Context: an optimization exercise on an open-source flow, tuned for small area. The choices shown serve that exercise and are no tape-out recipe. RTL that was checked went through simulation tests only; none was proved equivalent to the original. Power is estimated from default activity; no workload was simulated.

==> xenon <==
==> flow/design.v <==
module romprog_core (
    input  wire        clk,
    input  wire        rst,
    input  wire        rx_valid,
    input  wire [7:0]  rx_data,
    output wire        rx_ready,
    output wire        tx_valid,
    output wire [7:0]  tx_data,
    input  wire        tx_ready,
    output wire        flash_req_valid,
    output reg  [2:0]  flash_op,
    output wire [31:0] flash_addr,
    output wire [7:0]  flash_wdata,
    input  wire        flash_resp_valid,
    input  wire [7:0]  flash_rdata
);
    localparam [2:0] M_RX = 3'd0, M_CHK = 3'd1, M_XPREP = 3'd2, M_XREQ = 3'd3,
                     M_XPOST = 3'd4, M_XCRC = 3'd5, M_TOPEN = 3'd6, M_TBODY = 3'd7;
    localparam [1:0] D_IDLE = 2'd0, D_IN = 2'd1, D_ESC = 2'd2;
    reg  [2:0]   main;
    reg  [1:0]   dec;
    reg          tv;         
    reg  [5:0]   cnt;        
    reg  [6:0]   idx;        
    reg  [511:0] ring;
    reg  [7:0]   opc;
    reg  [7:0]   tl;         
    reg  [15:0]  A;          
    reg          L, Z;       
    reg  [1:0]   st;
    reg  [15:0]  C;          
    reg  [7:0]   R;          
    wire [7:0] ro = ring[511:504];         
    wire       slot_ok = (cnt == idx[5:0]);
    assign rx_ready = (main == M_RX) && ((dec == D_IDLE) || slot_ok);
    wire take  = rx_valid && rx_ready;
    wire is7E  = (rx_data == 8'h7E);
    wire is7D  = (rx_data == 8'h7D);
    wire full  = (idx == 7'd71);
    wire app   = take && !is7E && !full &&
                 (((dec == D_IN) && !is7D) || (dec == D_ESC));
    wire [7:0] v = rx_data ^ {2'b00, (dec == D_ESC), 5'b00000};
    wire [6:0] n = idx;
    wire op_ping = (opc == 8'd0), op_id = (opc == 8'd1), op_rd = (opc == 8'd2),
         op_wr = (opc == 8'd3), op_crc = (opc == 8'd4), op_er = (opc == 8'd5),
         op_chip = (opc == 8'd6);
    wire hdr_ok = (tl == {1'b0, n});
    wire len_ok = ((op_ping || op_id || op_chip) && n == 7'd3) ||
                  (op_rd && n == 7'd8) || (op_wr && n >= 7'd8) ||
                  ((op_crc || op_er) && n == 7'd11);
    wire [7:0] ab   = cnt[0] ? A[7:0] : A[15:8];
    wire       b_lt = (ab < ro);
    wire       b_eq = (ab == ro);
    wire       ro_z = (ro == 8'd0);
    wire       c7   = (cnt == 6'd7), c8 = (cnt == 6'd8), c10 = (cnt == 6'd10);
    wire       cr   = op_crc || op_er;
    wire [7:0] sm  = {2'b00, A[5:0]} + {1'b0, op_rd ? ro[6:0] : n};
    wire       rw_ok  = (A[14:6] != 9'h1FF) || (sm[7:6] == 2'b00) ||
                        (op_rd ? (sm == 8'd64) : (sm[7:3] == 5'b01000));
    wire       rd_ok  = rw_ok && !ro_z;
    wire       b_ok   = L && Z && ro_z;
    wire       badlen = op_rd && (ro[7] || (ro[6] && ro[5:0] != 6'd0));
    wire       rng_ok = !A[15] && (op_rd ? rd_ok : op_wr ? rw_ok : b_ok);
    wire [1:0] status = (!hdr_ok || !len_ok) ? 2'd1 :
                        badlen ? 2'd3 :
                        ((op_rd || op_wr || cr) && !rng_ok) ? 2'd2 : 2'd0;
    wire       chk_fin = (cr && hdr_ok && len_ok) ? c10 : c7;
    wire ringw  = op_rd || op_id;
    wire step_a = op_rd || op_wr || op_crc || op_er;
    wire idx_tl = (idx == tl[6:0]);
    wire done   = (op_rd || op_wr) ? idx_tl :
                  cr ? (c8 && Z && L && b_eq) :
                  op_id ? (idx == 7'd7) : (idx == 7'd4);
    assign flash_req_valid = (main == M_XREQ);
    assign flash_addr      = {16'd0, A};
    assign flash_wdata     = R;
    always @(*) begin
        case (opc[2:0])
            3'd1: flash_op = {1'b1, idx[2] & ~idx[1], idx[2] & (idx[1] ^ idx[0])};
            3'd3: flash_op = 3'd1;
            3'd5: flash_op = 3'd2;
            3'd6: flash_op = 3'd3;
            default: flash_op = 3'd0;
        endcase
    end
    wire crc_step = (main == M_XCRC);
    wire crc_d    = R[~cnt[2:0]];
    wire crc_fb   = C[15] ^ crc_d;
    wire crc_al   = (cnt[3:0] == {~A[0], 3'b000});    
    wire crc_clr  = (main == M_RX) || (main == M_CHK);
    wire       keep_tl = op_rd && (st == 2'd0);
    wire [6:0] rlen = (st != 2'd0) ? 7'd4 :
                      op_ping ? 7'd11 :
                      (op_id || op_crc) ? 7'd6 : 7'd4;
    wire close  = idx_tl;
    wire mk     = (main == M_TOPEN) || close;
    wire R_esc  = (R == 8'h7E) || (R == 8'h7D);
    assign tx_valid = tv;
    assign tx_data  = mk ? 8'h7E : R_esc ? 8'h7D : R;
    reg [7:0] x;
    always @(*) begin
        case (idx)
            7'd0: x = opc;
            7'd1: x = tl;
            7'd2: x = 8'h00;
            7'd3: x = {6'd0, st};
            default: begin
                if (op_ping) begin
                    case (idx[2:0])
                        3'd4: x = 8'h01;
                        3'd7: x = 8'h80;
                        3'd2: x = 8'h40;
                        default: x = 8'h00;
                    endcase
                end else if (op_crc) x = idx[0] ? C[15:8] : C[7:0];
                else x = ro;
            end
        endcase
    end
    wire load_ok = (op_crc && idx[2]) ? crc_al : slot_ok;
    reg       rwe;
    reg [7:0] rwd;
    always @(*) begin
        rwe = 1'b0;
        rwd = R;
        if (main == M_RX) begin
            rwe = app && slot_ok;
            rwd = v;
        end else if (main == M_XPOST) begin
            rwe = ringw && slot_ok;
        end
    end
    always @(posedge clk)
        ring <= {ring[503:0], rwe ? rwd : ro};
    always @(posedge clk) begin
        if (rst) cnt <= 6'd0;
        else     cnt <= cnt + 6'd1;
    end
    always @(posedge clk) begin
        C <= {C[14:12], C[11] ^ (crc_step & crc_fb), C[10:5],
              C[4] ^ (crc_step & crc_fb), C[3:0], (C[15] & ~crc_clr) ^ (crc_step & crc_d)};
    end
    always @(posedge clk) begin
        if (rst) begin
            main <= M_RX;
            dec  <= D_IDLE;
            tv   <= 1'b0;
        end else begin
            case (main)
                M_RX: if (take) begin
                    case (dec)
                        D_IDLE: if (is7E) begin idx <= 7'd0; dec <= D_IN; end
                        D_IN: begin
                            if (is7E) begin
                                if (idx != 7'd0) begin main <= M_CHK; dec <= D_IDLE; end
                            end else if (is7D) dec <= D_ESC;
                            else if (full) begin idx <= 7'd0; dec <= D_IDLE; end
                        end
                        default: begin
                            if (is7E) begin idx <= 7'd0; dec <= D_IN; end
                            else if (full) begin idx <= 7'd0; dec <= D_IDLE; end
                            else dec <= D_IN;
                        end
                    endcase
                    if (app) begin
                        idx <= idx + 7'd1;
                        case (idx)
                            7'd0: begin opc <= v; A <= 16'd0; end
                            7'd1: tl <= v;
                            7'd2: tl[7] <= tl[7] | (v != 8'd0);
                            7'd3: A[7:0] <= v;
                            7'd4: A[15:8] <= v;
                            7'd5, 7'd6: A[15] <= A[15] | (v != 8'd0);
                            default: ;
                        endcase
                    end
                end
                M_CHK: begin
                    if (c7) begin
                        L <= b_lt;
                        Z <= ro_z;
                    end
                    if (c8) begin
                        L <= b_lt || (b_eq && L);
                        Z <= (!ro[7] || (ro == 8'h80 && Z)) &&
                             (!op_er || (Z && ro[3:0] == 4'd0 && A[11:0] == 12'd0));
                    end
                    if (cnt == 6'd9)
                        Z <= Z && ro_z;
                    if (chk_fin) begin
                        Z   <= 1'b0;
                        st  <= status;
                        if (!op_wr) tl <= {1'b0, 7'd4 + ro[6:0]};
                        idx <= op_wr ? 7'd7 : op_rd ? 7'd4 : 7'd3;
                        main <= (status != 2'd0 || op_ping) ? M_TOPEN : M_XPREP;
                    end
                end
                M_XPREP: begin
                    if (c7) begin
                        L <= b_eq;
                        Z <= 1'b1;
                    end
                    if (done)
                        main <= M_TOPEN;
                    else if (!(op_wr && !slot_ok) && !(cr && !(c8 && Z))) begin
                        R <= op_wr ? x : 8'd0;
                        main <= M_XREQ;
                    end
                end
                M_XREQ: if (flash_resp_valid) begin
                    Z <= 1'b0;
                    R <= flash_rdata;
                    if (step_a) A <= A + (op_er ? 16'd4096 : 16'd1);
                    main <= M_XPOST;
                end
                M_XPOST: begin
                    if (op_crc) begin
                        if (cnt[3:0] == {~A[0], 3'b111}) main <= M_XCRC;
                    end else if (!ringw || slot_ok) begin
                        idx <= idx + 7'd1;
                        main <= M_XPREP;
                    end
                end
                M_XCRC: if (cnt[2:0] == 3'b111) begin
                    main <= M_XPREP;
                end
                M_TOPEN: begin
                    if (!tv) begin
                        if (!keep_tl) tl <= {1'b0, rlen};
                        tv <= 1'b1;
                    end else if (tx_ready) begin
                        tv  <= 1'b0;
                        idx <= 7'd0;
                        main <= M_TBODY;
                    end
                end
                M_TBODY: begin
                    if (!tv) begin
                        if (close || load_ok) begin
                            R  <= x;
                            tv <= 1'b1;
                        end
                    end else if (tx_ready) begin
                        if (close) begin
                            tv <= 1'b0;
                            main <= M_RX;
                        end else if (R_esc) begin
                            R[5] <= ~R[5];
                        end else begin
                            tv <= 1'b0;
                            idx <= idx + 7'd1;
                        end
                    end
                end
            endcase
        end
    end
endmodule
==> flow/flow/run.sh <==
#!/bin/bash
# Layout flow: the standard ORFS layout (standard.sh), with two changes:
#  - the port buffers are the smallest buffer cell, buf_1, instead of the one
#    buffer_ports picks by default (clkdlybuf4s50_1);
#  - clock tree synthesis clusters more sinks per buffer and inserts no dummy
#    loads.
# Each tool's full output stays in orfs/logs/ (ORFS writes one log per step);
# the make output is kept in flow_make.log.
set -euo pipefail
export BUFFER_PORTS_ARGS="-buffer_cell sky130_fd_sc_hd__buf_1"
export CTS_ARGS="-sink_clustering_enable -repair_clock_nets -dont_use_dummy_load -sink_clustering_size 30 -sink_clustering_max_diameter 80"
bash standard.sh > flow_make.log 2>&1
==> flow/standard.sh <==
#!/bin/bash
# synth_recipe.tcl (not shown) runs the flow's synth.tcl, then flattens the netlist and writes it again
# the make line also repeats each setting of config.mk as NAME=value (left out here)
make -C /OpenROAD-flow-scripts/flow DESIGN_CONFIG=/design/flow/config.mk WORK_HOME=/design/flow/orfs CLKGATE_MAP_FILE= SYNTH_SCRIPT=/design/flow/synth_recipe.tcl "${@:-finish}"
==> flow/config.mk <==
export PLATFORM = sky130hd
export DESIGN_NAME = romprog_core
export DESIGN_NICKNAME = romprog_core
export VERILOG_FILES = /design/flow/design.v
export SDC_FILE = /design/flow/constraint.sdc
export NUM_CORES = 4
export LEC_CHECK = 0
export CAP_MARGIN = 20
export CORE_MARGIN = 2
export CORE_UTILIZATION = 60
export PLACE_DENSITY = 0.75
export SLEW_MARGIN = 20
==> flow/constraint.sdc <==
create_clock -name core_clock -period 10.0 [get_ports {clk}]
set_input_delay 2.0000 -clock core_clock [delete_from_list [all_inputs] [get_ports {clk}]]
set_output_delay 2.0000 -clock core_clock [all_outputs]
set_load 0.01 [all_outputs]
==> nickel: changes against xenon <==
--- a/flow/design.v
+++ b/flow/design.v
@@ -27,7 +27,9 @@
     reg  [7:0]   tl;         
     reg  [15:0]  A;          
+    reg          hiA;        
     reg          L, Z;       
     reg  [1:0]   st;
     reg  [15:0]  C;          
+    reg          p;          
     reg  [7:0]   R;          
     wire [7:0] ro = ring[511:504];         
@@ -45,5 +47,5 @@
          op_wr = (opc == 8'd3), op_crc = (opc == 8'd4), op_er = (opc == 8'd5),
          op_chip = (opc == 8'd6);
-    wire hdr_ok = (tl == {1'b0, n});
+    wire hdr_ok = (n >= 7'd3) && (tl == {1'b0, n});
     wire len_ok = ((op_ping || op_id || op_chip) && n == 7'd3) ||
                   (op_rd && n == 7'd8) || (op_wr && n >= 7'd8) ||
@@ -61,5 +63,5 @@
     wire       b_ok   = L && Z && ro_z;
     wire       badlen = op_rd && (ro[7] || (ro[6] && ro[5:0] != 6'd0));
-    wire       rng_ok = !A[15] && (op_rd ? rd_ok : op_wr ? rw_ok : b_ok);
+    wire       rng_ok = !hiA && (op_rd ? rd_ok : op_wr ? rw_ok : b_ok);
     wire [1:0] status = (!hdr_ok || !len_ok) ? 2'd1 :
                         badlen ? 2'd3 :
@@ -87,20 +89,16 @@
     wire crc_d    = R[~cnt[2:0]];
     wire crc_fb   = C[15] ^ crc_d;
-    wire crc_al   = (cnt[3:0] == {~A[0], 3'b000});    
-    wire crc_clr  = (main == M_RX) || (main == M_CHK);
-    wire       keep_tl = op_rd && (st == 2'd0);
+    wire crc_al   = (cnt[3:0] == {p, 3'b000});    
     wire [6:0] rlen = (st != 2'd0) ? 7'd4 :
                       op_ping ? 7'd11 :
-                      (op_id || op_crc) ? 7'd6 : 7'd4;
-    wire close  = idx_tl;
-    wire mk     = (main == M_TOPEN) || close;
-    wire R_esc  = (R == 8'h7E) || (R == 8'h7D);
+                      (op_id || op_crc) ? 7'd6 :
+                      op_rd ? tl[6:0] : 7'd4;
     assign tx_valid = tv;
-    assign tx_data  = mk ? 8'h7E : R_esc ? 8'h7D : R;
+    assign tx_data  = R;
     reg [7:0] x;
     always @(*) begin
         case (idx)
             7'd0: x = opc;
-            7'd1: x = tl;
+            7'd1: x = {1'b0, rlen};
             7'd2: x = 8'h00;
             7'd3: x = {6'd0, st};
@@ -118,5 +116,8 @@
         endcase
     end
+    wire close   = (idx == rlen);
     wire load_ok = (op_crc && idx[2]) ? crc_al : slot_ok;
+    wire R7D     = (R == 8'h7D);
+    wire x_esc   = (x == 8'h7E) || (x == 8'h7D);
     reg       rwe;
     reg [7:0] rwd;
@@ -138,6 +139,9 @@
     end
     always @(posedge clk) begin
-        C <= {C[14:12], C[11] ^ (crc_step & crc_fb), C[10:5],
-              C[4] ^ (crc_step & crc_fb), C[3:0], (C[15] & ~crc_clr) ^ (crc_step & crc_d)};
+        if (main == M_CHK)
+            C <= 16'd0;
+        else
+            C <= {C[14:12], C[11] ^ (crc_step & crc_fb), C[10:5],
+                  C[4] ^ (crc_step & crc_fb), C[3:0], C[15] ^ (crc_step & crc_d)};
     end
     always @(posedge clk) begin
@@ -170,6 +174,6 @@
                             7'd2: tl[7] <= tl[7] | (v != 8'd0);
                             7'd3: A[7:0] <= v;
-                            7'd4: A[15:8] <= v;
-                            7'd5, 7'd6: A[15] <= A[15] | (v != 8'd0);
+                            7'd4: begin A[14:8] <= v[6:0]; hiA <= v[7]; end
+                            7'd5, 7'd6: hiA <= hiA | (v != 8'd0);
                             default: ;
                         endcase
@@ -191,4 +195,5 @@
                         Z   <= 1'b0;
                         st  <= status;
+                        p   <= 1'b0;
                         if (!op_wr) tl <= {1'b0, 7'd4 + ro[6:0]};
                         idx <= op_wr ? 7'd7 : op_rd ? 7'd4 : 7'd3;
@@ -204,5 +209,5 @@
                         main <= M_TOPEN;
                     else if (!(op_wr && !slot_ok) && !(cr && !(c8 && Z))) begin
-                        R <= op_wr ? x : 8'd0;
+                        R <= op_wr ? ro : 8'd0;
                         main <= M_XREQ;
                     end
@@ -216,5 +221,5 @@
                 M_XPOST: begin
                     if (op_crc) begin
-                        if (cnt[3:0] == {~A[0], 3'b111}) main <= M_XCRC;
+                        if (cnt[3:0] == {~p, 3'b111}) main <= M_XCRC;
                     end else if (!ringw || slot_ok) begin
                         idx <= idx + 7'd1;
@@ -223,9 +228,10 @@
                 end
                 M_XCRC: if (cnt[2:0] == 3'b111) begin
+                    p <= ~p;
                     main <= M_XPREP;
                 end
                 M_TOPEN: begin
                     if (!tv) begin
-                        if (!keep_tl) tl <= {1'b0, rlen};
+                        R  <= 8'h7E;
                         tv <= 1'b1;
                     end else if (tx_ready) begin
@@ -238,17 +244,11 @@
                     if (!tv) begin
                         if (close || load_ok) begin
-                            R  <= x;
+                            R  <= close ? 8'h7E : R7D ? (x ^ 8'h20) : x_esc ? 8'h7D : x;
                             tv <= 1'b1;
                         end
                     end else if (tx_ready) begin
-                        if (close) begin
-                            tv <= 1'b0;
-                            main <= M_RX;
-                        end else if (R_esc) begin
-                            R[5] <= ~R[5];
-                        end else begin
-                            tv <= 1'b0;
-                            idx <= idx + 7'd1;
-                        end
+                        tv <= 1'b0;
+                        if (close) main <= M_RX;
+                        else if (!R7D) idx <= idx + 7'd1;
                     end
                 end
==> flow/run.sh (new file) <==
#!/bin/bash
# synth_recipe.tcl (not shown) runs the flow's synth.tcl, then flattens the netlist and writes it again
# the make line also repeats each setting of config.mk as NAME=value (left out here)
make -C /OpenROAD-flow-scripts/flow DESIGN_CONFIG=/design/flow/config.mk WORK_HOME=/design/flow/orfs CLKGATE_MAP_FILE= SYNTH_SCRIPT=/design/flow/synth_recipe.tcl finish
- CORE_UTILIZATION: 60 -> 40
- CTS_BUF_LIST: default -> sky130_fd_sc_hd__clkbuf_8
- PLACE_DENSITY: 0.75 -> 0.6
removed: flow/flow/run.sh
removed: flow/standard.sh
==> delta: changes against xenon <==
--- a/flow/design.v
+++ b/flow/design.v
@@ -27,4 +27,5 @@
     reg  [7:0]   tl;         
     reg  [15:0]  A;          
+    reg          hiA;        
     reg          L, Z;       
     reg  [1:0]   st;
@@ -61,5 +62,5 @@
     wire       b_ok   = L && Z && ro_z;
     wire       badlen = op_rd && (ro[7] || (ro[6] && ro[5:0] != 6'd0));
-    wire       rng_ok = !A[15] && (op_rd ? rd_ok : op_wr ? rw_ok : b_ok);
+    wire       rng_ok = !hiA && (op_rd ? rd_ok : op_wr ? rw_ok : b_ok);
     wire [1:0] status = (!hdr_ok || !len_ok) ? 2'd1 :
                         badlen ? 2'd3 :
@@ -170,6 +171,6 @@
                             7'd2: tl[7] <= tl[7] | (v != 8'd0);
                             7'd3: A[7:0] <= v;
-                            7'd4: A[15:8] <= v;
-                            7'd5, 7'd6: A[15] <= A[15] | (v != 8'd0);
+                            7'd4: begin A[14:8] <= v[6:0]; hiA <= v[7]; end
+                            7'd5, 7'd6: hiA <= hiA | (v != 8'd0);
                             default: ;
                         endcase
==> flow/flow/run.sh (replaced) <==
#!/bin/bash
# Layout flow: the standard ORFS layout (standard.sh), with these changes:
#  - the port buffers are the smallest buffer cell, buf_1, instead of the one
#    buffer_ports picks by default (clkdlybuf4s50_1);
#  - clock tree synthesis clusters more sinks per buffer and inserts no dummy
#    loads;
#  - before global routing, gates on paths with slack are sized down
#    (pre_grt.tcl); global routing's repair then fixes slew and capacitance.
# Each tool's full output stays in orfs/logs/ (ORFS writes one log per step);
# the make output is kept in flow_make.log.
set -euo pipefail
export BUFFER_PORTS_ARGS="-buffer_cell sky130_fd_sc_hd__buf_1"
export CTS_ARGS="-sink_clustering_enable -repair_clock_nets -dont_use_dummy_load -sink_clustering_size 30 -sink_clustering_max_diameter 80"
export PRE_GLOBAL_ROUTE_TCL="$PWD/flow/pre_grt.tcl"
bash standard.sh > flow_make.log 2>&1
==> flow/flow/pre_grt.tcl (new file) <==
# Runs at the start of ORFS's global route step (PRE_GLOBAL_ROUTE_TCL), on the
# placed design with its clock tree: size down gates on paths with slack. The
# global route step then repairs slew and capacitance as usual.
estimate_parasitics -placement
repair_timing -recover_power 100 -match_cell_footprint -verbose
detailed_placement
==> comparison table <==
Result of the run: delta finished clean; xenon finished clean; nickel finished clean
Filler cell count: delta 2040; xenon 2058; nickel 3701
Clock share of power: delta 30.6%; xenon 29.3%; nickel 44.4%
Placement-stage worst setup slack: delta 4.86 ns; xenon 5.06 ns; nickel 5.03 ns
Global-route wire length before repair: delta 50200 µm; xenon 53000 µm; nickel 58900 µm
Post-route minimum period: delta 5.06 ns; xenon 5.38 ns; nickel 5.45 ns
Fraction of standard cell area that is sequential: delta 69.9%; xenon 69.0%; nickel 62.0%
Maximum cell stage delay along the critical path: delta 0.59 ns; xenon 0.85 ns; nickel 0.89 ns
DP Area: delta 17100 µm²; xenon 17200 µm²; nickel 18200 µm²
Adder-Cell Fraction of Synth Area: delta 2.38%; xenon 2.37%; nickel 2.31%
Layout Nets: delta 1355; xenon 1387; nickel 1508
Transition time at the pin with the least slew margin: delta 1.11 ns; xenon 1.06 ns; nickel 1.14 ns
Synthesized-area fraction occupied by ao, oa, aoi and oai cells: delta 7.66%; xenon 7.78%; nickel 8.47%
Clock slew at reported path FFs: delta 0.11 ns; xenon 0.10 ns; nickel 0.06 ns
Met2 demand-to-capacity share in global routing: delta 33.9%; xenon 36.5%; nickel 25.0%
Cells on worst reg2reg path: delta 12; xenon 9; nickel 10
HP Start: delta ring[166]; xenon C[5]; nickel ring[26]
Tapcell count: delta 372; xenon 378; nickel 539
Total die area: delta 29000 µm²; xenon 29200 µm²; nickel 44500 µm²
P_clk: delta 1.07 mW; xenon 1.12 mW; nickel 1.95 mW
Buffers outside the clock class: delta 67; xenon 70; nickel 74
Cell total after placement: delta 1647; xenon 1685; nickel 1907
Worst flop-to-flop path endpoint: delta main[2]; xenon tl[0]; nickel R[0]
CP bufs+invs: delta 1; xenon 3; nickel 4
Area taken by multi-input logic gates: delta 3890 µm²; xenon 4030 µm²; nickel 4320 µm²
Function not checked in nickel: the RTL went through the layout flow alone.

==> separate check: timing with driven ports <==
No port has a modelled driver above. Below, the same layouts with a new extraction and two added sets of constraints. Step 1 sets driving cells, clkbuf_16 on the clock port and buf_2 on the other inputs (assumed; they add their load-dependent delay and slew). Step 2, shift: input delay + t, output delay - t, t = (earliest + latest rising clock arrival at the registers) / 2. This alone moves slack from input paths to output paths. Slacks: no drivers / after step 1 / after step 2; pairs: no drivers / after step 1.
run | t (ns) | setup slack, ns | worst setup path at the end
xenon | 0.588 | 4.622 / 4.573 / 4.949 | input to register
nickel | 0.673 | 4.550 / 4.506 / 4.982 | input to register
delta | 0.605 | 4.938 / 4.885 / 4.651 | input to register
After both steps every run listed still meets setup and hold. The setup slack of delta, which loses most, moves by -0.053 ns with the drivers and by -0.287 ns with both steps.
